Background: an optimization exercise with open tools, aiming at small area, a short achievable clock period and few clock cycles per item. Do not read the settings as production practice.
In this exercise RTL edits were held to simulation tests only and were not proved equivalent to the original.
Power and IR drop assume default switching activity.

==> flow/design.v <==
module modbus_engine #(
    parameter N_COIL    = 64,
    parameter N_DI      = 32,
    parameter N_HR      = 32,
    parameter N_IR      = 16,
    parameter BASE_COIL = 16'h0010,
    parameter BASE_DI   = 16'h0200,
    parameter BASE_HR   = 16'h0100,
    parameter BASE_IR   = 16'h0300,
    parameter EXC_ADDR  = 8'h02
) (
    input  wire               clk,
    input  wire               rst,
    input  wire               rx_valid,
    input  wire [7:0]         rx_data,
    output wire               rx_ready,
    output wire               tx_valid,
    output wire [7:0]         tx_data,
    output wire               tx_last,
    input  wire               tx_ready,
    input  wire [N_DI-1:0]    di_in,
    input  wire [16*N_IR-1:0] ir_in
);
    integer i, b;
    reg         rdy_q;       
    reg         fld_q;       
    reg  [4:0]  pos;         
    reg  [15:0] rem;         
    reg         rem1;        
    reg         rhz;         
    reg         z5;          
    reg         decided;     
    reg         dec_q;       
    reg         short_q;     
    reg         pend;        
    reg  [1:0]  rc_q;        
    reg         p_hr, p_coil, p_reg;  
    reg         rc_ok;       
    reg         ex_q;        
    reg         ex2_q;       
    reg         rst_q;       
    reg         hdr_ok;      
    reg         tstarted;    
    reg  [7:0]  f0, f1, f2, f3, f6, f7, f8, f9, f10, f11, f12, f13, f14, f15, f16;
    reg  [6:0]  wleft;       
    reg  [5:0]  wptr;        
    reg         w0f;         
    reg         we_q;        
    reg         cwe_q;       
    reg  [15:0] wd_q;
    reg  [5:0]  wa_q;
    reg  [7:0]  cm_q;        
    reg  [63:0]  coil;
    reg  [511:0] hr;
    reg         tx_act;
    reg         tx_desc;     
    reg  [6:0]  o;           
    reg  [1:0]  tx_exc;
    reg         tx_bits, tx_regs, tx_echo, tx_pin, tx_17, tx_rwok;
    reg  [5:0]  wend_q;      
    reg         rwq_ok;      
    reg  [6:0]  tx_lo;       
    reg         o_lt5;       
    reg         o_ge9;       
    reg  [4:0]  tp;          
    reg  [4:0]  ra;          
    reg         rmw_q;       
    reg  [3:0]  tg;          
    reg  [2:0]  tsh;         
    reg  [6:0]  tbl;         
    reg         bpre;        
    reg  [15:0] rw_q;        
    reg  [7:0]  lo_q;        
    reg  [7:0]  bb_q;        
    reg         v0, v1, l0, l1;
    reg  [7:0]  d0, d1;
    wire [7:0]  fc  = f7;
    wire [15:0] A   = {f8, f9};
    wire [15:0] Q   = {f10, f11};
    wire [15:0] WA  = {f12, f13};
    wire [15:0] WQ  = {f14, f15};
    wire fc01 = fc == 8'h01, fc02 = fc == 8'h02, fc03 = fc == 8'h03, fc04 = fc == 8'h04;
    wire fc05 = fc == 8'h05, fc06 = fc == 8'h06, fc0f = fc == 8'h0F, fc10 = fc == 8'h10;
    wire fc16 = fc == 8'h16, fc17 = fc == 8'h17;
    wire known = fc01 | fc02 | fc03 | fc04 | fc05 | fc06 | fc0f | fc10 | fc16 | fc17;
    wire [6:0] ca = A[6:0] - 7'h10;                       
    reg       ac_q, ad_q, ah_q, ai_q, wah_q, wqr_q, wq0_q, wqb_q;
    reg [6:0] lc_q;
    reg [5:0] l32_q, lw_q;
    reg [4:0] li_q;
    reg       k01, k02, k03, k04, k05, k06, k0f, k10, k16, k17;
    reg [4:0] dpm1;          
    always @(posedge clk) begin
        ac_q  <= (A[15:7] == 9'd0) && (A[6:0] >= 7'h10) && (A[6:0] <= 7'h4F);
        lc_q  <= 7'd64 - {1'b0, ca[5:0]};
        ad_q  <= A[15:5] == 11'h010;
        ah_q  <= A[15:5] == 11'h008;
        l32_q <= 6'd32 - {1'b0, A[4:0]};
        ai_q  <= A[15:4] == 12'h030;
        li_q  <= 5'd16 - {1'b0, A[3:0]};
        wah_q <= WA[15:5] == 11'h008;
        lw_q  <= 6'd32 - {1'b0, WA[4:0]};
        wqr_q <= (WQ[15:6] == 10'd0) && (WQ[5:0] <= lw_q);
        wq0_q <= WQ == 16'd0;
        wqb_q <= WQ > 16'd121;
        k01 <= fc01; k02 <= fc02; k03 <= fc03; k04 <= fc04; k05 <= fc05;
        k06 <= fc06; k0f <= fc0f; k10 <= fc10; k16 <= fc16; k17 <= fc17;
        dpm1 <= dpos - 5'd1;
    end
    reg  q0_r, qa_r, qb_r, qc_r, qd_r, qff_r, rgc_r, rg32_r, rgi_r;
    wire [15:0] Qn = {f10, rx_data};
    always @(posedge clk)
        if (fire && pos == 5'd11) begin
            q0_r   <= Qn == 16'd0;
            qa_r   <= Qn > 16'd2000;
            qb_r   <= Qn > 16'd125;
            qc_r   <= Qn > 16'd1984;
            qd_r   <= Qn > 16'd123;
            qff_r  <= Qn == 16'hFF00;
            rgc_r  <= (Qn[15:7] == 9'd0)  && (Qn[6:0] <= lc_q);
            rg32_r <= (Qn[15:6] == 10'd0) && (Qn[5:0] <= l32_q);
            rgi_r  <= (Qn[15:5] == 11'd0) && (Qn[4:0] <= li_q);
        end
    wire q0       = q0_r;
    wire [5:0] wr_end = {1'b0, WA[4:0]} + WQ[5:0];        
    wire rem_lt12 = (rem[15:8] == 8'd0) && (rem[7:0] < f12);
    wire rem_lt16 = (rem[15:8] == 8'd0) && (rem[7:0] < f16);
    wire rng_coil = ac_q && rgc_r;
    wire rng_di   = ad_q && rg32_r;
    wire rng_hr   = ah_q && rg32_r;
    wire rng_ir   = ai_q && rgi_r;
    wire rng_hrw  = wah_q && wqr_q;
    wire e3 = short_q ||
        ((k01 | k02) && (q0 || qa_r)) ||
        ((k03 | k04) && (q0 || qb_r)) ||
        (k05 && !q0 && !qff_r) ||
        (k0f && (q0 || qc_r || {f12, 3'b000} < Q[10:0] || rem_lt12)) ||
        (k10 && (q0 || qd_r || f12 != {Q[6:0], 1'b0} || rem_lt12)) ||
        (k17 && (q0 || qb_r || wq0_q || wqb_q || f16 != {WQ[6:0], 1'b0} || rem_lt16));
    wire e2 =
        (k01 && !rng_coil) || (k02 && !rng_di) || (k03 && !rng_hr) || (k04 && !rng_ir) ||
        (k05 && !ac_q) || ((k06 | k16) && !ah_q) || (k0f && !rng_coil) || (k10 && !rng_hr) ||
        (k17 && !(rng_hrw && rng_hr));
    wire [1:0] rc_c = !known ? 2'd1 : e3 ? 2'd3 : e2 ? 2'd2 : 2'd0;
    wire       ok_c = rc_c == 2'd0;
    reg [4:0] dpos;
    always @(*) begin
        case (fc)
            8'h01, 8'h02, 8'h03, 8'h04, 8'h05, 8'h06: dpos = 5'd11;
            8'h0F, 8'h10: dpos = 5'd12;
            8'h16:        dpos = 5'd13;
            8'h17:        dpos = 5'd16;
            default:      dpos = 5'd8;
        endcase
    end
    wire datafc = k0f || k10 || k17;      
    wire [15:0] hr_rd  = hr[16*ra +: 16];
    wire t_last   = tx_desc && o == tx_lo;
    wire gen_ok   = tx_act && (o_lt5 || tx_desc) && !(tx_17 && o_ge9 && o[0] && !tx_rwok && !rwq_ok);
    wire gen_adv  = gen_ok && !v1;
    wire tx_free  = !tx_act || (gen_adv && t_last);
    wire tx_early = !pend && hdr_ok && !tstarted;
    wire tx_start = tx_free && (pend || tx_early);
    wire tx_load  = pend && (tx_free || !tx_desc);
    wire any_load = tx_load;
    wire tx_hr_rd   = tx_act && tx_desc && tx_regs && !tx_pin;
    wire tx_coil_rd = tx_act && tx_desc && tx_bits && !tx_pin;
    wire tx_reg_rd  = tx_act && tx_desc && tx_regs;
    wire        fire    = rx_valid && rdy_q;
    wire        last_r  = (pos >= 5'd6) && rem1;                     
    wire        last5   = (pos == 5'd5) && rhz && (rx_data == 8'd0);     
    wire        last    = last5 || last_r;
    wire        trig    = !decided && ((pos == 5'd7 && last_r) || (pos >= 5'd8 && (last_r || pos == dpos)));
    wire [7:0]  cmask   = (wleft >= 7'd8) ? 8'hFF : ((8'd1 << wleft[2:0]) - 8'd1);
    wire        wdat    = wleft != 7'd0;
    wire [6:0]  wl_dec  = short_q ? 7'd0 : k0f ? Q[6:0] : k10 ? f12[6:0] : k17 ? f16[6:0] : 7'd0;
    wire [6:0]  wl_dm1  = short_q ? 7'd0 : k10 ? f12[6:0] - 7'd1 : f16[6:0] - 7'd1;
    wire        hi_dec  = dec_q && (k10 || k17) && !short_q;
    wire [6:0]  wl_dn   = !wdat ? 7'd0 : w0f ? ((wleft > 7'd8) ? wleft - 7'd8 : 7'd0) : wleft - 7'd1;
    wire [6:0]  wl0     = dec_q ? wl_dec : wleft;
    wire [6:0]  wl1     = dec_q ? (hi_dec ? wl_dm1 : wl_dec) : last_r ? 7'd0 : wl_dn;
    wire [5:0]  wp_dec  = k0f ? ca[5:0] : k10 ? {1'b0, f9[4:0]} : {1'b0, f13[4:0]};
    wire [5:0]  wp0     = dec_q ? wp_dec : wptr;
    wire [5:0]  wp1     = dec_q ? wp_dec : (wdat && w0f) ? wptr + 6'd8 :
                          (wdat && wleft[0]) ? wptr + 6'd1 : wptr;
    wire [4:0] pos1     = last_r ? 5'd0 : (pos == 5'd17) ? pos : pos + 5'd1;
    wire       p1le13   = last_r || pos <= 5'd12;                      
    wire       p1ge9    = !last_r && pos >= 5'd8;                      
    wire       p1dp     = !last_r && pos == dpm1;                      
    wire       dec1     = trig;
    wire       decd1    = last_r ? 1'b0 : (trig | decided);
    wire       pend_n   = dec_q | (pend & !tx_load);
    wire       tact_n   = tx_start | (tx_act & !(gen_adv && t_last));
    wire [6:0] pz0      = {2'b00, pos};
    wire       o_le_p   = o <= pz0;
    wire       o_eq_p1  = o == pz0 + 7'd1;
    wire       ole0     = tx_start || (gen_adv ? (o < pz0) : o_le_p);
    wire       ole1     = tx_start || (last_r ? (!gen_adv && o == 7'd0) :
                                       gen_adv ? o_le_p : (o_le_p || o_eq_p1));
    wire       tst_s    = tx_early | decided;                        
    wire       tst0     = tx_start ? tst_s : tstarted;
    wire       tst1     = tx_start ? (tst_s & !last_r) : (tstarted & !last_r);
    wire       hr_n     = tx_hr_rd   | (tx_load & p_hr);
    wire       coil_n   = tx_coil_rd | (tx_load & p_coil);
    wire       reg_n    = tx_reg_rd  | (tx_load & p_reg);
    wire       wnz0     = dec_q ? datafc : (wleft != 7'd0);
    wire       wnz1     = dec_q ? datafc : !last_r && (w0f ? (wleft > 7'd8) : (wleft > 7'd1));
    wire       hz_dec   = (k05 & coil_n) | (k06 & hr_n) | (k16 & (hr_n | reg_n));
    wire       w0f_n    = dec_q ? k0f : w0f;
    wire       hz_dat   = pend_n & (w0f_n ? coil_n : hr_n);           
    wire       desc_n   = any_load | (tx_desc & !tx_start);
    wire       own_n    = tact_n & !desc_n;
    wire       bf0 = (pos  <= 5'd13) && ((pend_n && !own_n) || (tact_n && !tst0 && ole0));
    wire       bf1 = p1le13 && (((pend_n || dec1)  && !own_n) || (tact_n && !tst1 && ole1));
    wire       dbub1 = dec1  && p1ge9 && k0f;                           
    wire       hb0 = (!decided && pos  >= 5'd9 && pos  == dpos && hz_dec) || (wnz0 && hz_dat);
    wire       hb1 = (!decd1   && p1ge9 && p1dp && hz_dec) || (wnz1 && hz_dat);
    wire       rdy0 = !bf0 && !hb0;
    wire       rdy1 = !bf1 && !dbub1 && !hb1;
    always @(posedge clk) begin
        if (fld_q) begin
            if (pos == 5'd0 || z5) f0 <= rx_data;
            if (pos == 5'd1)  f1  <= rx_data;
            if (pos == 5'd2)  f2  <= rx_data;
            if (pos == 5'd3)  f3  <= rx_data;
            if (pos == 5'd6 && !z5) f6 <= rx_data;
            if (pos == 5'd7)  f7  <= rx_data;
            if (pos == 5'd8)  f8  <= rx_data;
            if (pos == 5'd9)  f9  <= rx_data;
            if (pos == 5'd10) f10 <= rx_data;
            if (pos == 5'd11) f11 <= rx_data;
            if (pos == 5'd12) f12 <= rx_data;
            if (pos == 5'd13) f13 <= rx_data;
            if (pos == 5'd14) f14 <= rx_data;
            if (pos == 5'd15) f15 <= rx_data;
            if (pos == 5'd16) f16 <= rx_data;
        end
        if (fire) begin
            if (pos == 5'd4)
                rem[15:8] <= rx_data;
            else if (pos == 5'd5)
                rem[7:0]  <= rx_data;
            else
                rem <= rem - 16'd1;
            if (pos == 5'd4)
                rhz <= rx_data == 8'd0;
            rem1 <= (pos == 5'd5) ? (rhz && rx_data == 8'd1) : (rem == 16'd2);
        end
        if (fire && trig)
            short_q <= last_r && !(pos >= 5'd8 && pos == dpos);
        rst_q <= rst;
        if (dec_q) begin
            rc_q   <= rc_c;
            rc_ok  <= ok_c;
            p_hr   <= fc03 || fc17;
            p_coil <= fc01;
            p_reg  <= fc03 || fc04 || fc17;
            w0f    <= k0f;
            wend_q <= wr_end;
        end
        we_q  <= 1'b0;
        cwe_q <= 1'b0;
        if (ex_q) begin
            if (k05) begin
                cwe_q <= rc_ok;
                wa_q  <= ca[5:0];
                wd_q[7:0] <= {8{f10[0]}};
                cm_q  <= 8'h01;
            end
            if (k06) begin
                we_q <= rc_ok;
                wa_q <= {1'b0, f9[4:0]};
                wd_q <= {f10, f11};
            end
        end
        if (ex2_q && k16) begin
            we_q <= rc_ok;
            wa_q <= {1'b0, f9[4:0]};
            wd_q <= (rw_q & Q) | (WA & ~Q);
        end
        if (hi_dec)
            wd_q[15:8] <= rx_data;
        if (wleft != 7'd0 && !dec_q) begin
            wa_q <= wptr;
            cm_q <= cmask;
            if (w0f || wleft[0])
                wd_q[7:0] <= rx_data;
            else
                wd_q[15:8] <= rx_data;
        end
        wptr <= fire ? wp1 : wp0;
        if (fire && wdat) begin
            if (w0f)
                cwe_q <= rc_ok;
            else if (wleft[0])
                we_q  <= rc_ok;
        end
        if (rst) begin
            rdy_q    <= 1'b0;
            fld_q    <= 1'b0;
            pos      <= 5'd0;
            z5       <= 1'b0;
            hdr_ok   <= 1'b0;
            tstarted <= 1'b0;
            decided  <= 1'b0;
            dec_q    <= 1'b0;
            ex_q     <= 1'b0;
            ex2_q    <= 1'b0;
            pend     <= 1'b0;
            wleft    <= 7'd0;
            we_q     <= 1'b0;
            cwe_q    <= 1'b0;
        end else begin
            rdy_q <= fire ? rdy1 : rdy0;
            fld_q <= fire ? !bf1 : !bf0;
            dec_q <= fire && trig;
            ex_q  <= dec_q;
            ex2_q <= ex_q;
            pend  <= pend_n;
            tstarted <= fire ? tst1 : tst0;
            hdr_ok   <= fire ? (pos == 5'd5 ? !(rhz && rx_data[7:1] == 7'd0) : hdr_ok & !last_r) : hdr_ok;
            pos      <= z5 ? {4'd0, fire} : fire ? pos1 : pos;
            z5       <= fire && last5;
            decided  <= fire ? decd1 : decided;
            wleft    <= fire ? wl1 : wl0;
        end
    end
    wire [15:0] hwd  = rst_q ? 16'd0 : wd_q;
    wire [15:0] dwin = {8'd0, wd_q[7:0]} << wa_q[2:0];
    wire [15:0] mwin = {8'd0, cm_q} << wa_q[2:0];
    wire [3:0]  cg   = {1'b0, wa_q[5:3]};
    always @(posedge clk) begin
        for (i = 0; i < 32; i = i + 1)
            if (rst_q || (we_q && wa_q[4:0] == i))
                hr[16*i +: 16] <= hwd;
        if (rst_q) begin
            coil <= 64'd0;
        end else if (cwe_q) begin
            for (i = 0; i < 8; i = i + 1)
                for (b = 0; b < 8; b = b + 1) begin
                    if (cg == i && mwin[b])
                        coil[8*i + b] <= dwin[b];
                    else if (cg + 4'd1 == i && mwin[8 + b])
                        coil[8*i + b] <= dwin[8 + b];
                end
        end
    end
    wire [1:0] s_rc   = rc_q;
    wire       s_exc  = s_rc != 2'd0;
    wire       s_bits = !s_exc && (fc01 || fc02);
    wire       s_regs = !s_exc && (fc03 || fc04 || fc17);
    wire [3:0] s_c8   = ({1'b0, Q[6:0]} + 8'd7) >> 3;
    wire [6:0] s_lo   = s_exc ? 7'd8 : s_bits ? 7'd8 + {3'd0, s_c8} :
                        s_regs ? 7'd8 + {Q[5:0], 1'b0} : fc16 ? 7'd13 : 7'd11;
    wire [6:0] s_bb   = fc01 ? {1'b0, ca[5:0]} : {2'b10, A[4:0]};
    wire         bfetch = !bpre || (gen_adv && tx_bits && o_ge9);
    wire [6:0]   tbl8  = (tbl > 7'd8) ? tbl - 7'd8 : 7'd0;
    wire [127:0] bsp   = {32'd0, di_in, coil};
    wire [15:0]  bwin  = bsp[8*tg +: 16];
    wire [7:0]   bmask = (tbl >= 7'd8) ? 8'hFF : ((8'd1 << tbl[2:0]) - 8'd1);
    wire         rhi   = gen_adv && tx_regs && o_ge9 && o[0];      
    wire         rmw_n = dec_q && fc16 && !short_q;                 
    wire [4:0]   tp_n  = any_load ? (fc04 ? {1'b0, A[3:0]} : A[4:0]) : tp + {4'd0, rhi};
    reg [7:0] tbyte;
    always @(*) begin
        case (o)
            7'd0: tbyte = f0;
            7'd1: tbyte = f1;
            7'd2: tbyte = f2;
            7'd3: tbyte = f3;
            7'd4: tbyte = 8'h00;
            7'd5: tbyte = {1'b0, tx_lo - 7'd5};
            7'd6: tbyte = f6;
            7'd7: tbyte = {f7[7] | (tx_exc != 2'd0), f7[6:0]};
            7'd8: tbyte = (tx_exc != 2'd0) ? {6'd0, tx_exc} : tx_echo ? f8 : {1'b0, tx_lo - 7'd8};
            default:
                if (tx_echo) begin
                    case (o[3:0])
                        4'd9:    tbyte = f9;
                        4'd10:   tbyte = f10;
                        4'd11:   tbyte = f11;
                        4'd12:   tbyte = f12;
                        default: tbyte = f13;
                    endcase
                end else if (tx_bits)
                    tbyte = bb_q;
                else
                    tbyte = o[0] ? rw_q[15:8] : lo_q;
        endcase
    end
    wire pop = v0 && tx_ready;
    always @(posedge clk) begin
        rw_q <= (tx_pin && !rmw_q) ? ir_in[16*ra[3:0] +: 16] : hr_rd;
        tp   <= tp_n;
        ra   <= rmw_n ? f9[4:0] : tp_n;
        rwq_ok <= !((we_q && wa_q[4:0] == ra) ||
                    (wleft != 7'd0 && {1'b0, ra} >= wptr && {1'b0, ra} < wend_q));
        rmw_q <= rmw_n;
        if (rhi)
            lo_q <= rw_q[7:0];
        if (bfetch) begin
            bb_q <= (bwin >> tsh) & bmask;
            tg   <= tg + 4'd1;
            tbl  <= tbl8;
            bpre <= 1'b1;
        end
        if (gen_adv) begin
            o <= o + 7'd1;
            if (o == 7'd4)
                o_lt5 <= 1'b0;
            if (o == 7'd8)
                o_ge9 <= 1'b1;
        end
        if (tx_start) begin
            o     <= 7'd0;
            o_lt5 <= 1'b1;
            o_ge9 <= 1'b0;
        end
        if (tx_start && !pend) begin
            tx_desc <= 1'b0;
            tx_bits <= 1'b0;
            tx_regs <= 1'b0;
            tx_17   <= 1'b0;
        end
        if (any_load) begin
            tx_desc <= 1'b1;
            tx_exc  <= s_rc;
            tx_bits <= s_bits;
            tx_regs <= s_regs;
            tx_echo <= !s_exc && !s_bits && !s_regs;
            tx_pin  <= fc02 || fc04;
            tx_17   <= !s_exc && fc17;
            tx_lo   <= s_lo;
            tg      <= s_bb[6:3];
            tsh     <= s_bb[2:0];
            tbl     <= Q[6:0];
            bpre    <= 1'b0;
        end
        if (any_load)
            tx_rwok <= 1'b0;
        else if (wleft == 7'd0 && !we_q)
            tx_rwok <= 1'b1;
        if (pop) begin
            if (v1) begin
                d0 <= d1;
                l0 <= l1;
            end else begin
                d0 <= tbyte;
                l0 <= t_last;
            end
        end else if (!v0) begin
            d0 <= tbyte;
            l0 <= t_last;
        end
        if (gen_adv && v0 && !pop) begin
            d1 <= tbyte;
            l1 <= t_last;
        end
        if (rst) begin
            tx_act <= 1'b0;
            v0     <= 1'b0;
            v1     <= 1'b0;
        end else begin
            if (tx_start)
                tx_act <= 1'b1;
            else if (gen_adv && t_last)
                tx_act <= 1'b0;
            if (pop)
                v0 <= v1 || gen_adv;
            else if (!v0)
                v0 <= gen_adv;
            if (pop)
                v1 <= 1'b0;
            else if (gen_adv && v0)
                v1 <= 1'b1;
        end
    end
    assign rx_ready = rdy_q;
    assign tx_valid = v0;
    assign tx_data  = d0;
    assign tx_last  = l0;
endmodule
==> flow/flow/run.sh <==
#!/bin/bash
# The standard layout; only the port buffer cell is chosen here (buf_2
# instead of the buffer ORFS picks by default). Every tool's output goes to
# standard.log in this folder.
export BUFFER_PORTS_ARGS="-buffer_cell sky130_fd_sc_hd__buf_2"
bash standard.sh > standard.log 2>&1
==> flow/standard.sh <==
#!/bin/bash
# synth_recipe.tcl (not shown) runs the flow's synth.tcl, then flattens the netlist and writes it again
# the make line also repeats each setting of config.mk as NAME=value (left out here)
make -C /OpenROAD-flow-scripts/flow DESIGN_CONFIG=/design/flow/config.mk WORK_HOME=/design/flow/orfs CLKGATE_MAP_FILE= SYNTH_SCRIPT=/design/flow/synth_recipe.tcl "${@:-finish}"
==> flow/config.mk <==
export PLATFORM = sky130hd
export DESIGN_NAME = modbus_engine
export DESIGN_NICKNAME = modbus_engine
export VERILOG_FILES = /design/flow/design.v
export SDC_FILE = /design/flow/constraint.sdc
export NUM_CORES = 4
export LEC_CHECK = 0
export CAP_MARGIN = 60
export CORE_MARGIN = 2
export CORE_UTILIZATION = 60
export CTS_CLUSTER_DIAMETER = 70
export CTS_CLUSTER_SIZE = 30
export PLACE_DENSITY = 0.7
export SLEW_MARGIN = 60
==> flow/constraint.sdc <==
create_clock -name core_clock -period 12.0 [get_ports {clk}]
set_input_delay 2.4000 -clock core_clock [delete_from_list [all_inputs] [get_ports {clk}]]
set_output_delay 2.4000 -clock core_clock [all_outputs]
set_load 0.01 [all_outputs]
==> results by group, run 1 <==
Floorplan
  • Initial Utilization: 60.6%
  • # IOs: 311
  • Die H: 281 um
  • Row cnt: 101
  • Die area: 0.0791 mm^2
  • Core area: 0.0761 mm^2
  • Chip Width: 281 um

Clocking
  • Num CTS Buffers: 45
  • Clk sinks: 947
  • CTS clk-pin slew, worst paths: 110 ps
  • Postcts setup bufs: 0
  • H-tree depth: 2
  • Worst skew pair latency: 680 ps
  • CTS tree: built
  • CTS Buffer Depth: 3
  • Clk root buf: clkbuf_16
  • Post-CTS Hold Buffers: 0
  • Cts repair resizes: 0

Layout
  • Share of layout cells above drive strength 1: 25.2%
  • NumNets Final: 4028
  • Filler cells: 5177
  • Biggest regs: hr x512, coil x64
  • Finished Cell Area: 0.0514 mm^2
  • Most frequent cells in the layout: edfxtp_1 (754), buf_2 (309), mux4_2 (260), nand2_1 (199), dfxtp_1 (183)
  • Syn-to-layout area delta: 11.3%
  • Most flop-heavy register: hr
  • Max FFs per register: 512
  • Multi-input logic area: 0.0188 mm^2
  • FF/Latch Area: 0.0265 mm^2
  • Commonest non-fill, non-tap cell in the layout: edfxtp_1

Timing
  • Period utilization: 32.7%
  • Endpoints failing setup: 0
  • Post-route setup slack: 8080 ps
  • Max-slew violations: 0
  • Final Skew: 77.2 ps
  • Tightest Pin Transition: 716 ps
  • Final hold vios: 0
  • RSZ-0062 raised after global routing: no
  • Period minus WS final: 3920 ps
  • Final setup TNS: 0 ps
  • Relative slew slack: 50.9%
  • Fmax: 255 MHz

Setup path
  • Worst reg-to-reg setup slack: 8490 ps
  • Crit path from: rx_data[1]
  • Worst EP arrival: 4420 ps
  • R2r startpoint: o[0]
  • Worst-case reg-to-reg path depth: 9
  • Critical Path Fanout Max: 24
  • CP Capture Type: flop
  • RR Endpoint: d0[3]
  • CP Launch Type: primary input
  • CP required: 12500 ps
  • WS Path Type: primary input to flop

Routing
  • DRT iter0 DRCs: 5175
  • Final wirelength: 158000 um
  • Via density: 7.16
  • DR pass1 iterations: 7
  • WL/cell: 33.6 um
  • Antenna Nets Post-Route: 0
  • Residual DRC: 0
  • Vias: 33700

Global routing
  • GRT Total Usage: 39.7%
  • Initial antenna violation count: 15
  • Largest net degree at the start of global routing: 69
  • First-pass GRT wire length: 225000 um
  • Overflow after GRT: 0
  • Vias in the first global route: 32600

Logic synthesis
  • Largest cells by area after synthesis: edfxtp_1 (49%), mux4_2 (13%), dfxtp_1 (8.4%), mux2i_1 (3.0%), ha_1 (2.6%)
  • #FFs+latches synth: 947
  • Synth top area share: 49.1%
  • Register area share after synthesis: 57.5%
  • Synth warnings: 1
  • Post-synthesis cell type count: 83
  • Async SR Flop Fraction: 0%
  • Mapped Avg Cell Area: 13.6 um^2
  • Post-synth design cell area: 0.0461 mm^2
  • Post-synth EDFFs: 754
  • Syn nets: 3800
  • Top_reg_cell synth: edfxtp_1
  • Syn Inst Count: 3403
  • Cell taking the most area after synthesis: edfxtp_1

Place
  • Routability Congestion: 1.08
  • PortBufs: 310
  • DP HPWL: 111000 um
  • Post-DP Area: 0.0494 mm^2
  • Place WS: 7440 ps

Hold path
  • Hold crit path type: flop to flop
  • Hold endpoint: tx_exc[0]
  • WHS Path Cells: 0
  • Min-delay src: rc_q[0]

Power
  • Power per cell area: 138 mW/mm^2
  • Max IR drop VDD: 162 uV
  • Pleak: 18.2 nW

Run
  • Total of max-cap violations: 0

Status
  • Status: complete, no violations
## layout make-up
class | count | area share, %
sequential | 947 | 51.7
multi-input combinational | 2107 | 36.7
inverter | 118 | 0.872
antenna | 6 | 0.0292
tap | 1030 | 2.51
timing repair buffer | 412 | 5.22
clock buffer | 64 | 2.42
clock inverter | 20 | 0.594
## through the flow
stage | utilization [%] | instances | power (mW) | hold WS (ps)
after floorplan | - | 3403 | 4.66 | 408
after global placement | 63.8 | 4559 | 5.01 | 436
after detailed placement | 64.9 | 4599 | 5.16 | 448
after CTS | 67.0 | 4683 | 7.02 | 468
after global routing | 67.5 | 4699 | 7.24 | 490
final | 67.5 | 4704 | 7.10 | 470
## worst max path at each step
stage	to	slack, ps
after floorplan	q0_r	8040
after global routing	rgc_r	7980
final	rgc_r	8080
after global placement	rgc_r	7420
after CTS	rgc_r	8100
after detailed placement	rgc_r	7440
## synth_stat cells (50+ instances only)
cell type and n:
edfxtp_1 754, mux4_2 260, nand2_1 207, dfxtp_1 193
clkbuf_1 173, a21oi_1 165, o21ai_0 165, nor2_1 148
mux2i_1 140, nor3_1 129, inv_1 113, ha_1 96
o22ai_1 95, xnor2_1 70, o2111a_1 56, nand3_1 50
## per-layer routing
| layer | wire length, um | track usage (%) |
|---|---|---|
| met1 | 56800 | 52.5 |
| met5 | 27 | 0 |
| met3 | 18200 | 8.19 |
| met4 | 10100 | 20.9 |
| met2 | 73000 | 62.5 |
## logic make-up after synthesis
kind of cell	share of synthesized area [%]
and+or+nand+nor	7.99
xor gates and xnor gates	1.96
AOI/OAI and AO/OA	10.3
DFF	57.5
buffers and inverters	3.00
muxes	16.6
adders and majority gates	2.65
## report_power, final
part           switching, mW  internal [mW]
clock network           1.11          0.800
logic                  0.705          0.432
registers              0.170           3.88
total                   1.98           5.11
## worst max-delay path, stage by stage
cell and delay (ps):
buf_2 450, ha_1 340, nor2b_1 140, o21a_1 150, o21ai_0 140, nand2b_1 110, a21o_1 190, a21o_1 170
a21o_1 170, a21oi_1 130
Testbench counts, summed over its fixed seeds: cycles 64,209, items 3,200.
==> run 2, diff against run 1 <==
--- a/flow/config.mk
+++ b/flow/config.mk
@@ -8,7 +8,7 @@
 export CAP_MARGIN = 60
 export CORE_MARGIN = 2
-export CORE_UTILIZATION = 60
+export CORE_UTILIZATION = 50
 export CTS_CLUSTER_DIAMETER = 70
 export CTS_CLUSTER_SIZE = 30
-export PLACE_DENSITY = 0.7
+export PLACE_DENSITY = 0.6
 export SLEW_MARGIN = 60
==> run 2 against run 1 <==
Maximum frequency up 4.6%. Register-to-register slack got worse by 30 ps. Wire length decreased by 5.7%. Synthesized cell count did not move. Critical path depth rose by 1. Critical path type unchanged. Largest cell class unchanged.
==> results by group, run 2 <==
Setup path
  • CP Launch Type: primary input
  • CP Capture Type: flop
  • Critical Path Fanout Max: 24
  • CP required: 12540 ps
  • CP top delay family: compound AO/OA/AOI/OAI gates
  • Crit path buffers/inverters: 2
  • WS Path Type: primary input to flop
  • Crit-path cells: buf_2, buf_4, ha_1, nor2b_1, o21a_1, o21ai_0, nand2b_1, a21o_1, a21o_1, a21o_1, a21oi_1
  • Most used cell, CP: a21o_1
  • Worst EP arrival: 4290 ps
  • Critical path's largest stage delay: 300 ps
  • Slowest CP cell: buf_4

Timing
  • Period utilization: 31.2%
  • Relative slew slack: 51.4%
  • Fmax: 267 MHz
  • RSZ-0062 raised after global routing: no
  • Max-slew violations: 0
  • Final hold vios: 0
  • Endpoints failing setup: 0
  • Post-route setup slack: 8250 ps
  • Period minus WS final: 3750 ps
  • Final Skew: 46.4 ps
  • Tightest Pin Transition: 709 ps
  • Final setup TNS: 0 ps

Layout
  • Biggest regs: hr x512, coil x64
  • Most frequent cells in the layout: edfxtp_1 (754), buf_2 (309), mux4_2 (260), nand2_1 (199), dfxtp_1 (182)
  • Commonest non-fill, non-tap cell in the layout: edfxtp_1
  • Filler cells: 7344
  • Share of layout cells above drive strength 1: 25.9%
  • NumNets Final: 4033
  • Fin util: 56.7%
  • Syn-to-layout area delta: 12.5%
  • Finished Cell Area: 0.0519 mm^2
  • Max FFs per register: 512
  • Most flop-heavy register: hr

Global routing
  • Largest net degree at the start of global routing: 74
  • Overflow after GRT: 0
  • Vias in the first global route: 31400
  • First-pass GRT wire length: 217000 um
  • GRT Total Usage: 31.3%
  • Initial antenna violation count: 15

Logic synthesis
  • Register area share after synthesis: 57.5%
  • Most frequent cells after synthesis: edfxtp_1 (754), mux4_2 (260), nand2_1 (207)
  • Syn nets: 3800
  • Synth Area in Simple Gates: 7.99%
  • Post-synthesis cell type count: 83
  • Compound-Gate Fraction of Synth Area: 10.3%
  • Top_reg_cell synth: edfxtp_1
  • Main combinational cell family by area after synthesis: multiplexers
  • Mux contribution to synthesized area: 16.6%
  • Synth warnings: 1
  • Cell taking the most area after synthesis: edfxtp_1
  • Synth Area in Adders: 2.65%
  • Most common cell in the netlist: edfxtp_1
  • #FFs+latches synth: 947
  • Post-synth EDFFs: 754
  • Xor-xnor portion of the synthesized cell area: 1.96%
  • Mapped Avg Cell Area: 13.6 um^2
  • Largest cells by area after synthesis: edfxtp_1 (49%), mux4_2 (13%), dfxtp_1 (8.4%), mux2i_1 (3.0%), ha_1 (2.6%)
  • Post-synth design cell area: 0.0461 mm^2
  • Async SR Flop Fraction: 0%
  • Syn Inst Count: 3403
  • Synth top area share: 49.1%

Place
  • Place WS: 7600 ps
  • DP HPWL: 106000 um
  • Post-DP Area: 0.0496 mm^2
  • Routability Congestion: 0.969
  • PortBufs: 310

Clocking
  • Num CTS Buffers: 55
  • Cts repair resizes: 0
  • Postcts setup bufs: 0
  • Clk root buf: clkbuf_16
  • CTS clk-pin slew, worst paths: 110 ps
  • CTS Buffer Depth: 3
  • H-tree depth: 2
  • CTS tree: built
  • Worst skew pair latency: 700 ps
  • Post-CTS Hold Buffers: 0
  • Clk sinks: 947

Routing
  • DR pass1 iterations: 10
  • DRT iter0 DRCs: 4051
  • Vias: 31800
  • WL/cell: 30.6 um
  • Antenna Nets Post-Route: 0
  • Via density: 6.52
  • Final wirelength: 149000 um
  • Residual DRC: 0

Power
  • Max IR drop VDD: 133 uV
  • Power per cell area: 141 mW/mm^2
  • Pleak: 18.4 nW

Floorplan
  • Initial Utilization: 50.4%
  • Die area: 0.0947 mm^2
  • Row cnt: 111
  • Chip Width: 308 um
  • Core area: 0.0915 mm^2
  • Die H: 308 um
  • # IOs: 311

Hold path
  • Hold crit path type: flop to flop

Status
  • Status: complete, no violations

Run
  • Total of max-cap violations: 0
==> run 2: cell types whose count changed in the layout (fill, tap and decap cells not counted), sizes merged <==
cell,delta
clkinvlp,+2
clkbuf,-9
clkdlybuf4s18,-2
inv,+9
diode,+2
clkinv,+17
dlymetal6s2s,-1
bufinv,-1
==> run 2: worst reg2reg max path, delay by kind of cell (launching register included) <==
kind	cells	cell delay, ps
AO/OA/AOI/OAI	3	890
adder cells (fa/ha/maj)	1	530
buffers and inverters	1	310
flip-flops	1	310
multiplexers	1	420
AND/OR/NAND/NOR	3	840
==> run 2: worst paths after layout <==
check	from	to	slack [ps]	cells after the start
worst max-delay path	rx_data[1]	rgc_r	8250	11
worst min-delay path	o_lt5	o_lt5	480	1
worst min register to register	o_lt5	o_lt5	480	1
worst max register to register	o[0]	d0[6]	8460	9
==> run 2: metal layers <==
layer | global-route usage, % | vias to the layer above | share of wire [%] | routed length, um
li1 | - | 13900 | - | -
met1 | 43.2 | 16300 | 41 | 60800
met2 | 51.1 | 1416 | 48 | 70900
met3 | 4.30 | 261 | 7.5 | 11200
met4 | 11.3 | 4 | 4.1 | 6120
met5 | 0 | - | 0.015 | 23
==> run 2: report_power, final <==
part           internal [mW]  total (mW)  switching [mW]  leakage (nW)
combinational          0.427        1.12           0.690          8.34
clock                  0.937        2.20            1.26         0.948
sequential              3.88        4.00           0.126          9.08
==> run 2: metrics by stage <==
stage	hold WS, ps	power [mW]	std cells
floorplan	408	4.66	3403
finish	479	7.32	4877
global route	480	7.55	4871
global placement	451	5.07	4722
detailed placement	447	5.16	4755
CTS	452	7.32	4859
==> run 2: cell families after synthesis <==
group | count (synthesis)
adder cells (fa/ha/maj) | 97
AO/OA/AOI/OAI | 719
buffers and inverters | 349
XOR/XNOR | 103
flip-flops | 947
AND/OR/NAND/NOR | 752
multiplexers | 436
==> run 2: cell type report <==
type / instances / area, um^2 / area share [%]
antenna: 8 / 20.0 / 0.0386
sequential: 947 / 26500 / 51.1
timing repair buffer: 407 / 2590 / 5.00
inverter: 118 / 449 / 0.866
multi-input combinational: 2107 / 18800 / 36.3
clock buffer: 57 / 1390 / 2.69
tap: 1186 / 1480 / 2.86
clock inverter: 47 / 592 / 1.14
==> run 3, diff against run 2 <==
--- a/flow/design.v
+++ b/flow/design.v
@@ -58,5 +58,4 @@
     reg  [1:0]  tx_exc;
     reg         tx_bits, tx_regs, tx_echo, tx_pin, tx_17, tx_rwok;
-    reg  [5:0]  wend_q;      
     reg         rwq_ok;      
     reg  [6:0]  tx_lo;       
@@ -86,19 +85,16 @@
     wire [6:0] ca = A[6:0] - 7'h10;                       
     reg       ac_q, ad_q, ah_q, ai_q, wah_q, wqr_q, wq0_q, wqb_q;
-    reg [6:0] lc_q;
-    reg [5:0] l32_q, lw_q;
-    reg [4:0] li_q;
+    wire [6:0] lc_q  = 7'd64 - {1'b0, ca[5:0]};
+    wire [5:0] l32_q = 6'd32 - {1'b0, A[4:0]};
+    wire [4:0] li_q  = 5'd16 - {1'b0, A[3:0]};
+    wire [5:0] lw_q  = 6'd32 - {1'b0, WA[4:0]};
     reg       k01, k02, k03, k04, k05, k06, k0f, k10, k16, k17;
     reg [4:0] dpm1;          
     always @(posedge clk) begin
         ac_q  <= (A[15:7] == 9'd0) && (A[6:0] >= 7'h10) && (A[6:0] <= 7'h4F);
-        lc_q  <= 7'd64 - {1'b0, ca[5:0]};
         ad_q  <= A[15:5] == 11'h010;
         ah_q  <= A[15:5] == 11'h008;
-        l32_q <= 6'd32 - {1'b0, A[4:0]};
         ai_q  <= A[15:4] == 12'h030;
-        li_q  <= 5'd16 - {1'b0, A[3:0]};
         wah_q <= WA[15:5] == 11'h008;
-        lw_q  <= 6'd32 - {1'b0, WA[4:0]};
         wqr_q <= (WQ[15:6] == 10'd0) && (WQ[5:0] <= lw_q);
         wq0_q <= WQ == 16'd0;
@@ -257,5 +253,4 @@
             p_reg  <= fc03 || fc04 || fc17;
             w0f    <= k0f;
-            wend_q <= wr_end;
         end
         we_q  <= 1'b0;
@@ -395,5 +390,5 @@
         ra   <= rmw_n ? f9[4:0] : tp_n;
         rwq_ok <= !((we_q && wa_q[4:0] == ra) ||
-                    (wleft != 7'd0 && {1'b0, ra} >= wptr && {1'b0, ra} < wend_q));
+                    (wleft != 7'd0 && {1'b0, ra} >= wptr && {1'b0, ra} < wr_end));
         rmw_q <= rmw_n;
         if (rhi)
--- a/flow/config.mk
+++ b/flow/config.mk
@@ -6,5 +6,5 @@
 export NUM_CORES = 4
 export LEC_CHECK = 0
-export CAP_MARGIN = 60
+export CAP_MARGIN = 50
 export CORE_MARGIN = 2
 export CORE_UTILIZATION = 50
@@ -12,3 +12,3 @@
 export CTS_CLUSTER_SIZE = 30
 export PLACE_DENSITY = 0.6
-export SLEW_MARGIN = 60
+export SLEW_MARGIN = 50
==> run 3 against run 2 <==
Critical path depth down 2. Still clean on timing, DRC and antenna. Clock skew grew 6.2 ps. Wire length shrank 1.4%. Sequential share of layout area grew 0.056 points. Worst hold slack worse by 29 ps. Synthesized cell count decreased by 0.94%. Via count fell by 1.7%. Worst setup slack worse by 210 ps. First-iteration DRC count shrank 3.8%. Global-route usage is 0.15 points lower. Sequential power hardly changed.
==> results by group, run 3 <==
Status
  • Status: complete, no violations

Place
  • Place WS: 7470 ps
  • Routability Congestion: 0.990
  • DP HPWL: 104000 um
  • Placed insts: 4684
  • PortBufs: 310
  • Post-DP Area: 0.0486 mm^2

Floorplan
  • Die H: 306 um
  • # IOs: 311
  • Initial Utilization: 50.5%
  • Row cnt: 110
  • Die area: 0.0937 mm^2
  • Core area: 0.0903 mm^2
  • Chip Width: 306 um

Logic synthesis
  • Post-synthesis cell type count: 83
  • Most frequent cells after synthesis: edfxtp_1 (748), mux4_2 (260), nand2_1 (191)
  • Synth top area share: 49.2%
  • Async SR Flop Fraction: 0%
  • Register area share after synthesis: 57.0%
  • Syn nets: 3768
  • Mapped Avg Cell Area: 13.5 um^2
  • Post-synth EDFFs: 748
  • Synth warnings: 1
  • Post-synth design cell area: 0.0456 mm^2
  • Syn Inst Count: 3371
  • Top_reg_cell synth: edfxtp_1
  • Cell taking the most area after synthesis: edfxtp_1
  • Largest cells by area after synthesis: edfxtp_1 (49%), mux4_2 (13%), dfxtp_1 (7.8%), mux2i_1 (3.2%), ha_1 (2.6%)
  • Most common cell in the netlist: edfxtp_1
  • #FFs+latches synth: 925

Power
  • Pleak: 17.9 nW
  • Power per cell area: 145 mW/mm^2
  • Max IR drop VDD: 116 uV

Timing
  • Relative slew slack: 50.4%
  • Period utilization: 33.0%
  • Post-route setup slack: 8050 ps
  • Final setup TNS: 0 ps
  • Fmax: 253 MHz
  • Endpoints failing setup: 0
  • Max-slew violations: 0
  • Period minus WS final: 3950 ps
  • Final hold vios: 0
  • RSZ-0062 raised after global routing: no
  • Final Skew: 52.6 ps
  • Tightest Pin Transition: 738 ps

Routing
  • Residual DRC: 0
  • WL/cell: 30.6 um
  • Vias: 31300
  • DRT iter0 DRCs: 3898
  • Via density: 6.51
  • DR pass1 iterations: 6
  • Antenna Nets Post-Route: 0
  • Final wirelength: 147000 um

Clocking
  • CTS clk-pin slew, worst paths: 100 ps
  • Clk sinks: 925
  • Post-CTS Hold Buffers: 0
  • CTS tree: built
  • CTS Buffer Depth: 3
  • Clk root buf: clkbuf_16
  • H-tree depth: 2
  • Worst skew pair latency: 690 ps
  • Postcts setup bufs: 0
  • Cts repair resizes: 0
  • Num CTS Buffers: 53

Layout
  • Syn-to-layout area delta: 11.4%
  • Non-Filler Instances: 4804
  • Commonest non-fill, non-tap cell in the layout: edfxtp_1
  • Share of layout cells above drive strength 1: 24.1%
  • Max FFs per register: 512
  • Biggest regs: hr x512, coil x64
  • Filler cells: 7241
  • Multi-input logic area: 0.0186 mm^2
  • Most flop-heavy register: hr
  • FF/Latch Area: 0.0260 mm^2
  • Finished Cell Area: 0.0508 mm^2
  • Most frequent cells in the layout: edfxtp_1 (748), buf_2 (310), mux4_2 (260), nand2_1 (189), a21oi_1 (169)
  • NumNets Final: 3978

Global routing
  • Initial antenna violation count: 15
  • Vias in the first global route: 30500
  • GRT Total Usage: 31.2%
  • Overflow after GRT: 0
  • First-pass GRT wire length: 214000 um
  • Largest net degree at the start of global routing: 91

Setup path
  • CP Capture Type: flop
  • CP Launch Type: flop
  • CP required: 12410 ps
  • WS Path Type: flop to flop
  • Worst EP arrival: 4360 ps
  • Critical Path Fanout Max: 16

Run
  • Total of max-cap violations: 0

Hold path
  • Hold crit path type: flop to flop
## run 3: layout make-up
type                            instances  share of cell area [%]
Antenna cell                            3                  0.0148
Sequential cell                       925                    51.2
Tap cell                             1176                    2.89
Inverter                               98                   0.723
Timing Repair Buffer                  390                    4.63
Multi-Input combinational cell       2113                    36.7
Clock buffer                           61                    2.69
Clock inverter                         38                    1.20
## run 3: per-layer routing
metal  GRT usage [%]  share of wire [%]
met1            43.2                 41
met2            51.6                 48
met3            4.11                6.7
met4            9.92                3.6
met5               0              0.018
## run 3: stage by stage
| step | hold WS, ps | power, mW | utilization (%) |
|---|---|---|---|
| CTS | 447 | 7.35 | 56.0 |
| global placement | 422 | 5.16 | 53.4 |
| floorplan | 408 | 4.72 | - |
| global route | 462 | 7.61 | 56.3 |
| detailed placement | 422 | 5.23 | 53.8 |
| finish | 450 | 7.36 | 56.3 |
## run 3: path summary, 6_finish.rpt
kind,startpoint,to,slack (ps),depth (start not counted)
max,o[0],d0[6],8050,9
min,rw_q[7],lo_q[7],450,0
max reg2reg,o[0],d0[6],8050,9
min reg2reg,rw_q[7],lo_q[7],450,0
## run 3: power breakdown
group	switching [mW]	internal, mW
Clock	1.21	0.950
Sequential	0.153	3.88
Combinational	0.724	0.444
## run 3: kinds of logic (layout without fill, tap and decap cells)
kind of cell / count (synthesis) / after routing / share of synthesized area, %
buf+inv: 333 / 587 / 2.88
xor+xnor: 106 / 106 / 2.06
other cells: 0 / 3 / 0
mux: 441 / 441 / 16.9
simple gates: 750 / 750 / 8.10
fa+ha+maj: 97 / 97 / 2.68
flops: 925 / 925 / 57.0
compound gates: 719 / 719 / 10.4
## run 3: critical path, cell delays in order (launching register included)
cell and delay (ps):
dfxtp_1 300, buf_4 220, inv_1 180, ha_1 580
and2_1 470, o21ai_1 310, a22oi_1 420, a211oi_1 180
or4_1 720, mux2_2 320
Testbench counts of run 3, summed over its fixed seeds: cycles 64,209, items 3,200.
==> run 4, diff against run 3 <==
--- a/flow/config.mk
+++ b/flow/config.mk
@@ -6,9 +6,9 @@
 export NUM_CORES = 4
 export LEC_CHECK = 0
-export CAP_MARGIN = 50
+export CAP_MARGIN = 60
 export CORE_MARGIN = 2
 export CORE_UTILIZATION = 50
-export CTS_CLUSTER_DIAMETER = 70
-export CTS_CLUSTER_SIZE = 30
+export CTS_CLUSTER_DIAMETER = 80
+export CTS_CLUSTER_SIZE = 32
 export PLACE_DENSITY = 0.6
-export SLEW_MARGIN = 50
+export SLEW_MARGIN = 60
==> run 4 against run 3 <==
Still clean on timing, DRC and antenna. Final cell count about the same. Worst hold slack better by 5.6 ps. Area after synthesis did not move. Synthesized cell count unchanged. Sequential power is essentially flat. Clock power down 9.7%. Worst setup slack improved by 200 ps. Critical endpoint is now rg32_r. Largest cell class unchanged.
==> results by group, run 4 <==
Layout
  • Biggest regs: hr x512, coil x64
  • Syn-to-layout area delta: 11.8%
  • Non-Filler Instances: 4806
  • FF/Latch Area: 0.0260 mm^2
  • Most flop-heavy register: hr
  • Fin util: 56.5%
  • Commonest non-fill, non-tap cell in the layout: edfxtp_1
  • Most frequent cells in the layout: edfxtp_1 (748), buf_2 (309), mux4_2 (260), nand2_1 (184), dfxtp_1 (167)
  • Finished Cell Area: 0.0510 mm^2
  • Filler cells: 7223
  • Share of layout cells above drive strength 1: 25.0%
  • NumNets Final: 3989
  • Multi-input logic area: 0.0189 mm^2
  • Max FFs per register: 512

Logic synthesis
  • Post-synth design cell area: 0.0456 mm^2
  • Post-synthesis cell type count: 83
  • Mapped Avg Cell Area: 13.5 um^2
  • Syn Inst Count: 3371
  • Synth top area share: 49.2%
  • Synth Area in Simple Gates: 8.10%
  • Synth warnings: 1
  • Register area share after synthesis: 57.0%
  • Cell taking the most area after synthesis: edfxtp_1
  • Post-synth EDFFs: 748
  • Top_reg_cell synth: edfxtp_1
  • Mux contribution to synthesized area: 16.9%
  • Async SR Flop Fraction: 0%
  • Most common cell in the netlist: edfxtp_1
  • Syn nets: 3768
  • Compound-Gate Fraction of Synth Area: 10.4%
  • Xor-xnor portion of the synthesized cell area: 2.06%
  • Largest cells by area after synthesis: edfxtp_1 (49%), mux4_2 (13%), dfxtp_1 (7.8%), mux2i_1 (3.2%), ha_1 (2.6%)
  • Main combinational cell family by area after synthesis: multiplexers
  • Synth Area in Adders: 2.68%
  • Most frequent cells after synthesis: edfxtp_1 (748), mux4_2 (260), nand2_1 (191)
  • #FFs+latches synth: 925

Routing
  • Vias: 31500
  • Via density: 6.56
  • Final wirelength: 148000 um
  • WL/cell: 30.8 um
  • Antenna Nets Post-Route: 0
  • Residual DRC: 0
  • DRT iter0 DRCs: 4280
  • DR pass1 iterations: 8

Clocking
  • H-tree depth: 2
  • CTS tree: built
  • Num CTS Buffers: 45
  • Worst skew pair latency: 660 ps
  • Cts repair resizes: 0
  • Postcts setup bufs: 0
  • Post-CTS Hold Buffers: 0
  • CTS Buffer Depth: 3
  • Clk sinks: 925
  • CTS clk-pin slew, worst paths: 120 ps
  • Clk root buf: clkbuf_16

Power
  • Max IR drop VDD: 147 uV
  • Power per cell area: 141 mW/mm^2
  • Pleak: 17.9 nW

Timing
  • Fmax: 266 MHz
  • Final hold vios: 0
  • Final setup TNS: 0 ps
  • Max-slew violations: 0
  • Tightest Pin Transition: 651 ps
  • Relative slew slack: 55.4%
  • Final Skew: 46.2 ps
  • Endpoints failing setup: 0
  • Period utilization: 31.3%
  • Period minus WS final: 3760 ps
  • RSZ-0062 raised after global routing: no

Floorplan
  • # IOs: 311
  • Initial Utilization: 50.5%
  • Core area: 0.0903 mm^2
  • Die area: 0.0937 mm^2
  • Row cnt: 110
  • Chip Width: 306 um
  • Die H: 306 um

Place
  • Routability Congestion: 0.990
  • DP HPWL: 106000 um
  • PortBufs: 310
  • Placed insts: 4717
  • Post-DP Area: 0.0492 mm^2

Setup path
  • Worst reg-to-reg setup slack: 8380 ps
  • Critical Path Fanout Max: 20
  • Worst-case reg-to-reg path depth: 9
  • R2r startpoint: o[0]
  • CP Capture Type: flop
  • WS Path Type: primary input to flop
  • CP Launch Type: primary input
  • Worst EP arrival: 4170 ps
  • CP required: 12410 ps
  • RR Endpoint: d0[6]

Global routing
  • GRT Total Usage: 31.3%
  • Initial antenna violation count: 11
  • Overflow after GRT: 0
  • Vias in the first global route: 30700
  • Largest net degree at the start of global routing: 68
  • First-pass GRT wire length: 215000 um

Hold path
  • Hold endpoint: lo_q[7]
  • Hold crit path type: flop to flop
  • Min-delay src: rw_q[7]
  • WHS Path Cells: 0

Status
  • Status: complete, no violations

Run
  • Total of max-cap violations: 0
==> run 4: cell counts after synthesis <==
Identical to the previous run, type by type.
==> run 4: per-layer routing <==
layer	track usage, %	share of wire [%]
met4	9.70	3.4
met2	51.9	49
met3	3.54	6.7
met5	0	0
met1	43.7	41
==> run 4: power by group <==
group	switching (mW)	internal, mW	total, mW
clock network	1.13	0.814	1.95
logic	0.738	0.459	1.20
registers	0.152	3.88	4.03
==> run 4: per-stage QoR <==
step	power, mW	setup slack [ps]	hold WS [ps]
after floorplan	4.72	7890	408
after global placement	5.16	7410	422
after detailed placement	5.27	7450	422
after CTS	7.18	8140	449
after global routing	7.40	8120	465
final	7.17	8240	456
==> run 4: worst max path at each step <==
stage / start / end / slack (ps)
after detailed placement: rx_data[1] / rgc_r / 7450
after global routing: rx_data[0] / rg32_r / 8120
final: rx_data[0] / rg32_r / 8240
after CTS: rx_data[1] / rgc_r / 8140
after global placement: rx_data[1] / rgc_r / 7410
after floorplan: rx_valid / q0_r / 7890
==> run 4: critical path, stage by stage <==
cell	delay, ps
buf_2	410
inv_1	250
ha_1	250
nor2b_1	110
o21a_1	120
o21ai_0	70
nand2b_1	130
a21o_1	140
a21oi_1	60
a31oi_1	150
nor3_1	70
==> run 4: logic make-up after synthesis <==
family | count (synthesis)
XOR/XNOR | 106
buffers and inverters | 333
multiplexers | 441
AND/OR/NAND/NOR | 750
adder cells (fa/ha/maj) | 97
AO/OA/AOI/OAI | 719
flip-flops | 925
==> run 4: layout make-up <==
class / count / area share [%]
inverters: 98 / 0.721
clock inverters: 25 / 0.849
repair buffers: 409 / 5.20
flip-flops and latches: 925 / 51.0
well taps: 1176 / 2.88
multi-input cells: 2113 / 37.0
diodes: 5 / 0.0245
clock buffers: 55 / 2.32
==> run 5, diff against run 4 <==
--- a/flow/config.mk
+++ b/flow/config.mk
@@ -9,6 +9,6 @@
 export CORE_MARGIN = 2
 export CORE_UTILIZATION = 50
-export CTS_CLUSTER_DIAMETER = 80
-export CTS_CLUSTER_SIZE = 32
-export PLACE_DENSITY = 0.6
+export CTS_CLUSTER_DIAMETER = 70
+export CTS_CLUSTER_SIZE = 30
+export PLACE_DENSITY = 0.5
 export SLEW_MARGIN = 60
==> run 5 against run 4 <==
Clock skew shrank 3.8 ps. Core utilization grew 0.41 points. Highest routed layer is now met5. Global-route usage shrank 0.085 points. Area after synthesis is the same. Critical path depth shrank 2. Still clean. Clock power grew 14%. Wire length shrank 0.52%. Worst hold slack gained 4.2 ps. Register-to-register slack lost 210 ps. Combinational power is essentially flat. Non-clock buffer count grew 1.
==> results by group, run 5 <==
Floorplan
  • Row cnt: 110
  • Die area: 0.0937 mm^2
  • Initial Utilization: 50.5%
  • Core area: 0.0903 mm^2
  • Chip Width: 306 um
  • # IOs: 311
  • Die H: 306 um

Routing
  • Antenna Nets Post-Route: 0
  • Final wirelength: 147000 um
  • Vias: 31500
  • WL/cell: 30.5 um
  • Residual DRC: 0
  • DRT iter0 DRCs: 3626
  • DR pass1 iterations: 6
  • Via density: 6.53

Logic synthesis
  • Register area share after synthesis: 57.0%
  • Post-synth EDFFs: 748
  • Syn Inst Count: 3371
  • Syn nets: 3768
  • Synth warnings: 1
  • Async SR Flop Fraction: 0%
  • Most common cell in the netlist: edfxtp_1
  • Mapped Avg Cell Area: 13.5 um^2
  • Most frequent cells after synthesis: edfxtp_1 (748), mux4_2 (260), nand2_1 (191)
  • #FFs+latches synth: 925
  • Synth top area share: 49.2%
  • Post-synthesis cell type count: 83
  • Post-synth design cell area: 0.0456 mm^2
  • Largest cells by area after synthesis: edfxtp_1 (49%), mux4_2 (13%), dfxtp_1 (7.8%), mux2i_1 (3.2%), ha_1 (2.6%)
  • Top_reg_cell synth: edfxtp_1
  • Cell taking the most area after synthesis: edfxtp_1

Layout
  • Biggest regs: hr x512, coil x64
  • Most flop-heavy register: hr
  • Commonest non-fill, non-tap cell in the layout: edfxtp_1
  • NumNets Final: 3999
  • Most frequent cells in the layout: edfxtp_1 (748), buf_2 (309), mux4_2 (260), nand2_1 (184), a21oi_1 (166)
  • Share of layout cells above drive strength 1: 25.7%
  • Max FFs per register: 512
  • Finished Cell Area: 0.0514 mm^2
  • Syn-to-layout area delta: 12.6%

Timing
  • Fmax: 261 MHz
  • RSZ-0062 raised after global routing: no
  • Period minus WS final: 3830 ps
  • Endpoints failing setup: 0
  • Final Skew: 42.4 ps
  • Post-route setup slack: 8170 ps
  • Tightest Pin Transition: 609 ps
  • Relative slew slack: 58.2%
  • Final setup TNS: 0 ps
  • Max-slew violations: 0
  • Period utilization: 31.9%
  • Final hold vios: 0

Global routing
  • Met2 usage: 51.7%
  • First-pass GRT wire length: 214000 um
  • Top Usage Layer GRT: met2
  • Met3 Use GR: 5.09%
  • Vias in the first global route: 31100
  • Initial antenna violation count: 11
  • Overflow after GRT: 0
  • GRT Total Usage: 31.2%
  • Met1 usage: 42.5%
  • Largest net degree at the start of global routing: 66

Hold path
  • Hold crit path type: flop to flop

Setup path
  • CP Launch Type: flop
  • CP Capture Type: flop
  • CP top delay family: simple AND/OR/NAND/NOR gates
  • CP required: 12420 ps
  • WS Path Type: flop to flop
  • Crit-path cells: buf_4, ha_2, nor3_1, nor2_1, o21ai_2, a22oi_1, a211oi_1, or4_1, mux2_2
  • Critical Path Fanout Max: 18
  • Critical path's largest stage delay: 690 ps
  • Slowest CP cell: or4_1
  • Worst EP arrival: 4250 ps
  • Crit path buffers/inverters: 1

Clocking
  • CTS Buffer Depth: 3
  • CTS tree: built
  • CTS clk-pin slew, worst paths: 100 ps
  • Post-CTS Hold Buffers: 0
  • Clk sinks: 925
  • Postcts setup bufs: 0
  • Num CTS Buffers: 54
  • H-tree depth: 2
  • Cts repair resizes: 0
  • Clk root buf: clkbuf_16
  • Worst skew pair latency: 690 ps

Power
  • NetSw: 2.11 mW
  • Max IR drop VDD: 146 uV
  • Reg power frac: 54.0%
  • Total power: 7.46 mW
  • Power per cell area: 145 mW/mm^2
  • Comb pwr share: 16.1%
  • Internal: 5.35 mW
  • Pleak: 18.1 nW
  • Clock power share: 29.9%
  • Switch share: 28.3%

Run
  • Total of max-cap violations: 0

Status
  • Status: complete, no violations

Place
  • Place WS: 7520 ps
  • Post-DP Area: 0.0491 mm^2
  • Routability Congestion: 1.04
  • PortBufs: 310
  • DP HPWL: 105000 um
[run 5: changes by cell type in the layout (fill, tap and decap cells not counted), sizes merged]
cell,change
inv,+9
clkbuf,+5
clkinv,+4
diode,-3
clkinvlp,+2
bufinv,+1
clkdlybuf4s18,+1
[run 5: routing by layer]
layer / wire, um / vias up
li1: - / 13700
met1: 59900 / 16200
met2: 71600 / 1379
met3: 10800 / 237
met4: 4730 / 8
met5: 58 / -
[run 5: through the flow]
| stage | hold WS [ps] | util, % | instances |
|---|---|---|---|
| floorplan | 408 | - | 3371 |
| global placement | 431 | 53.4 | 4674 |
| detailed placement | 431 | 54.4 | 4711 |
| CTS | 457 | 56.6 | 4812 |
| global route | 472 | 56.9 | 4824 |
| finish | 460 | 56.9 | 4825 |
[run 5: kinds of logic (layout without fill, tap and decap cells)]
logic type | Yosys count | count (layout) | share of synthesized area, %
compound gates | 719 | 719 | 10.4
flops | 925 | 925 | 57.0
simple gates | 750 | 750 | 8.10
mux | 441 | 441 | 16.9
other cells | 0 | 2 | 0
buf+inv | 333 | 609 | 2.88
fa+ha+maj | 97 | 97 | 2.68
xor+xnor | 106 | 106 | 2.06
[run 5: final timing paths]
| kind | startpoint | end | slack, ps | cells after the start |
|---|---|---|---|---|
| max | o[0] | d0[6] | 8170 | 9 |
| min | rc_q[0] | tx_exc[0] | 460 | 0 |
| max reg2reg | o[0] | d0[6] | 8170 | 9 |
| min reg2reg | rc_q[0] | tx_exc[0] | 460 | 0 |
[run 5: final cells by class]
cell class | instances | area [um^2]
well taps | 1176 | 1470
diodes | 2 | 5.00
repair buffers | 410 | 2630
clock buffers | 60 | 1450
inverters | 98 | 368
fillers | 7296 | 38900
clock inverters | 41 | 549
flip-flops and latches | 925 | 26000
multi-input cells | 2113 | 18900
[run 5: power by group through the flow]
stage          combinational [mW]  sequential (mW)  clock, mW
3_3_place_gp                 1.07             4.10          0
2_1_floorplan               0.704             4.02          0
3_5_place_dp                 1.16             4.11          0
6_report                     1.20             4.03       2.23
5_1_grt                      1.27             4.06       2.38
4_1_cts                      1.17             4.03       2.27
[run 5: worst reg2reg max path, stage by stage, from the launching register on]
cell and delay (ps):
dfxtp_1 320, buf_4 320, ha_2 610, nor3_1 180, nor2_1 300, o21ai_2 190, a22oi_1 510, a211oi_1 150
or4_1 690, mux2_2 320
==> run 6, diff against run 5 <==
--- a/flow/config.mk
+++ b/flow/config.mk
@@ -11,4 +11,4 @@
 export CTS_CLUSTER_DIAMETER = 70
 export CTS_CLUSTER_SIZE = 30
-export PLACE_DENSITY = 0.5
+export PLACE_DENSITY = 0.6
 export SLEW_MARGIN = 60
==> run 6 against run 5 <==
Design area is essentially flat. Core utilization is essentially flat. Clock skew grew 11 ps. Worst hold slack lost 10 ps. Worst setup slack gained 150 ps. Clock-buffer cell count grew 1. Critical path type is now primary input to flop. Critical endpoint is now rg32_r.
==> results by group, run 6 <==
Status
  • Status: complete, no violations

Logic synthesis
  • Register area share after synthesis: 57.0%
  • Synth warnings: 1
  • Synth top area share: 49.2%
  • Top_reg_cell synth: edfxtp_1
  • Largest cells by area after synthesis: edfxtp_1 (49%), mux4_2 (13%), dfxtp_1 (7.8%), mux2i_1 (3.2%), ha_1 (2.6%)
  • Mapped Avg Cell Area: 13.5 um^2
  • Post-synth design cell area: 0.0456 mm^2
  • Async SR Flop Fraction: 0%
  • Most common cell in the netlist: edfxtp_1
  • Syn Inst Count: 3371
  • Cell taking the most area after synthesis: edfxtp_1
  • Post-synthesis cell type count: 83
  • Post-synth EDFFs: 748
  • Syn nets: 3768
  • #FFs+latches synth: 925
  • Most frequent cells after synthesis: edfxtp_1 (748), mux4_2 (260), nand2_1 (191)

Setup path
  • CP Launch Type: primary input
  • Worst EP arrival: 4130 ps
  • Slowest CP cell: buf_2
  • Crit path buffers/inverters: 2
  • Critical Path Fanout Max: 20
  • CP top delay family: buffers and inverters
  • Critical path's largest stage delay: 400 ps
  • CP required: 12450 ps
  • WS Path Type: primary input to flop
  • Crit-path cells: buf_2, inv_1, ha_1, nor2b_1, o21a_1, o21ai_0, nand2b_1, a21o_1, a21oi_1, a31oi_1, nor3_1
  • CP Capture Type: flop

Floorplan
  • Die area: 0.0937 mm^2
  • Chip Width: 306 um
  • Die H: 306 um
  • Initial Utilization: 50.5%
  • # IOs: 311
  • Row cnt: 110
  • Core area: 0.0903 mm^2

Routing
  • DR pass1 iterations: 9
  • DRT iter0 DRCs: 4333
  • Final wirelength: 148000 um
  • Vias: 31600
  • Via density: 6.54
  • WL/cell: 30.7 um
  • Antenna Nets Post-Route: 0
  • Residual DRC: 0

Timing
  • Final Skew: 53.2 ps
  • Min Hold Slack: 450 ps
  • Relative slew slack: 54.1%
  • Post-route setup slack: 8320 ps
  • Fmax: 272 MHz
  • Max-slew violations: 0
  • Period utilization: 30.7%
  • Period minus WS final: 3680 ps
  • Endpoints failing setup: 0
  • RSZ-0062 raised after global routing: no
  • Final hold vios: 0
  • Tightest Pin Transition: 669 ps
  • Final setup TNS: 0 ps

Clocking
  • CTS Buffer Depth: 3
  • H-tree depth: 2
  • Worst skew pair latency: 690 ps
  • Clk root buf: clkbuf_16
  • Postcts setup bufs: 0
  • Cts repair resizes: 0
  • Clk sinks: 925
  • CTS tree: built
  • CTS clk-pin slew, worst paths: 110 ps
  • Num CTS Buffers: 53
  • Post-CTS Hold Buffers: 0

Place
  • PortBufs: 310
  • Place WS: 7450 ps
  • Post-DP Area: 0.0492 mm^2
  • Routability Congestion: 0.990
  • DP HPWL: 106000 um
  • Placed insts: 4717

Layout
  • Syn-to-layout area delta: 12.5%
  • Share of layout cells above drive strength 1: 25.3%
  • Finished Cell Area: 0.0513 mm^2
  • Fin util: 56.9%
  • Filler cells: 7202
  • Most frequent cells in the layout: edfxtp_1 (748), buf_2 (309), mux4_2 (260), nand2_1 (184), dfxtp_1 (167)
  • Commonest non-fill, non-tap cell in the layout: edfxtp_1
  • Max FFs per register: 512
  • NumNets Final: 3999
  • Biggest regs: hr x512, coil x64
  • Most flop-heavy register: hr
  • Non-Filler Instances: 4825

Global routing
  • Largest net degree at the start of global routing: 68
  • Met2 usage: 52.0%
  • Top Usage Layer GRT: met2
  • Initial antenna violation count: 11
  • Vias in the first global route: 30900
  • Overflow after GRT: 0
  • First-pass GRT wire length: 216000 um
  • GRT Total Usage: 31.5%
  • Met3 Use GR: 3.84%
  • Met1 usage: 43.6%

Run
  • Total of max-cap violations: 0

Power
  • Power per cell area: 144 mW/mm^2
  • Max IR drop VDD: 130 uV
  • Total power: 7.38 mW
  • Pleak: 18.1 nW

Hold path
  • Hold crit path type: flop to flop
## run 6: cell counts after synthesis
No cell type changed its count.
## run 6: worst reg2reg max path, cell delays in order (launching register included)
cell and delay (ps):
dfxtp_1 300, buf_4 220, inv_1 190, ha_2 420, and2_1 450, o21ai_2 220
a22oi_1 350, a211oi_1 170, or4_1 710, mux2_2 320
## run 6: cells by family (layout without fill, tap and decap cells)
| kind of cell | after synthesis | in the layout | synth area share [%] |
|---|---|---|---|
| multiplexers | 441 | 441 | 16.9 |
| other | 0 | 6 | 0 |
| buffers and inverters | 333 | 605 | 2.88 |
| XOR/XNOR | 106 | 106 | 2.06 |
| AND/OR/NAND/NOR | 750 | 750 | 8.10 |
| adder cells (fa/ha/maj) | 97 | 97 | 2.68 |
| flip-flops | 925 | 925 | 57.0 |
| AO/OA/AOI/OAI | 719 | 719 | 10.4 |
## run 6: layer usage
layer,wire [um],up-vias
met2,71900,1389
met1,60700,16200
met4,5220,0
li1,-,13700
met5,0,-
met3,10400,217
## run 6: worst paths after layout
kind | depth (start not counted) | startpoint | slack (ps) | to
setup / recovery | 11 | rx_data[0] | 8320 | rg32_r
hold / removal | 0 | rw_q[7] | 450 | lo_q[7]
setup reg to reg | 9 | o[0] | 8410 | d0[6]
hold reg to reg | 0 | rw_q[7] | 450 | lo_q[7]
## run 6: power breakdown
part	switching, mW	internal (mW)
clock	1.21	0.949
sequential	0.151	3.88
combinational	0.739	0.459
## run 6: cell type report
type                       count  area (um^2)  area share, %
inverter                      98          368          0.717
antenna                        6         15.0         0.0292
sequential                   925        26000           50.7
timing repair buffer         411         2680           5.21
multi-input combinational   2113        18800           36.7
tap                         1176         1470           2.87
clock buffer                  61         1380           2.68
clock inverter                35          549           1.07

[afterwards: timing with drivers on the ports]
The flow's constraints put no driver on any port. The routed layouts listed below were extracted and timed again, unchanged, in two steps. Step 1, drivers: a clkbuf_16 drives clk and a buf_2 each remaining input, both assumed. Step 2, shift: input delay + t, output delay - t, t = (earliest + latest rising clock arrival at the registers) / 2. This alone moves slack from input paths to output paths. a / b / c = no drivers / after step 1 / after step 2; a / b = the first two.
| run | t (ns) | setup slack, ns | worst setup path after step 2 |
|---|---|---|---|
| run 1 | 0.712 | 8.081 / 8.101 / 7.390 | input to register |
| run 2 | 0.745 | 8.253 / 8.287 / 7.553 | input to register |
| run 3 | 0.732 | 8.046 / 8.046 / 7.460 | input to register |
| run 4 | 0.704 | 8.243 / 8.287 / 7.584 | input to register |
| run 5 | 0.744 | 8.168 / 8.168 / 7.495 | input to register |
| run 6 | 0.738 | 8.319 / 8.312 / 7.622 | input to register |
After both steps every run listed still meets setup and hold. The setup slack of run 2, which loses most, moves by +0.034 ns with the drivers and by -0.700 ns with both steps.
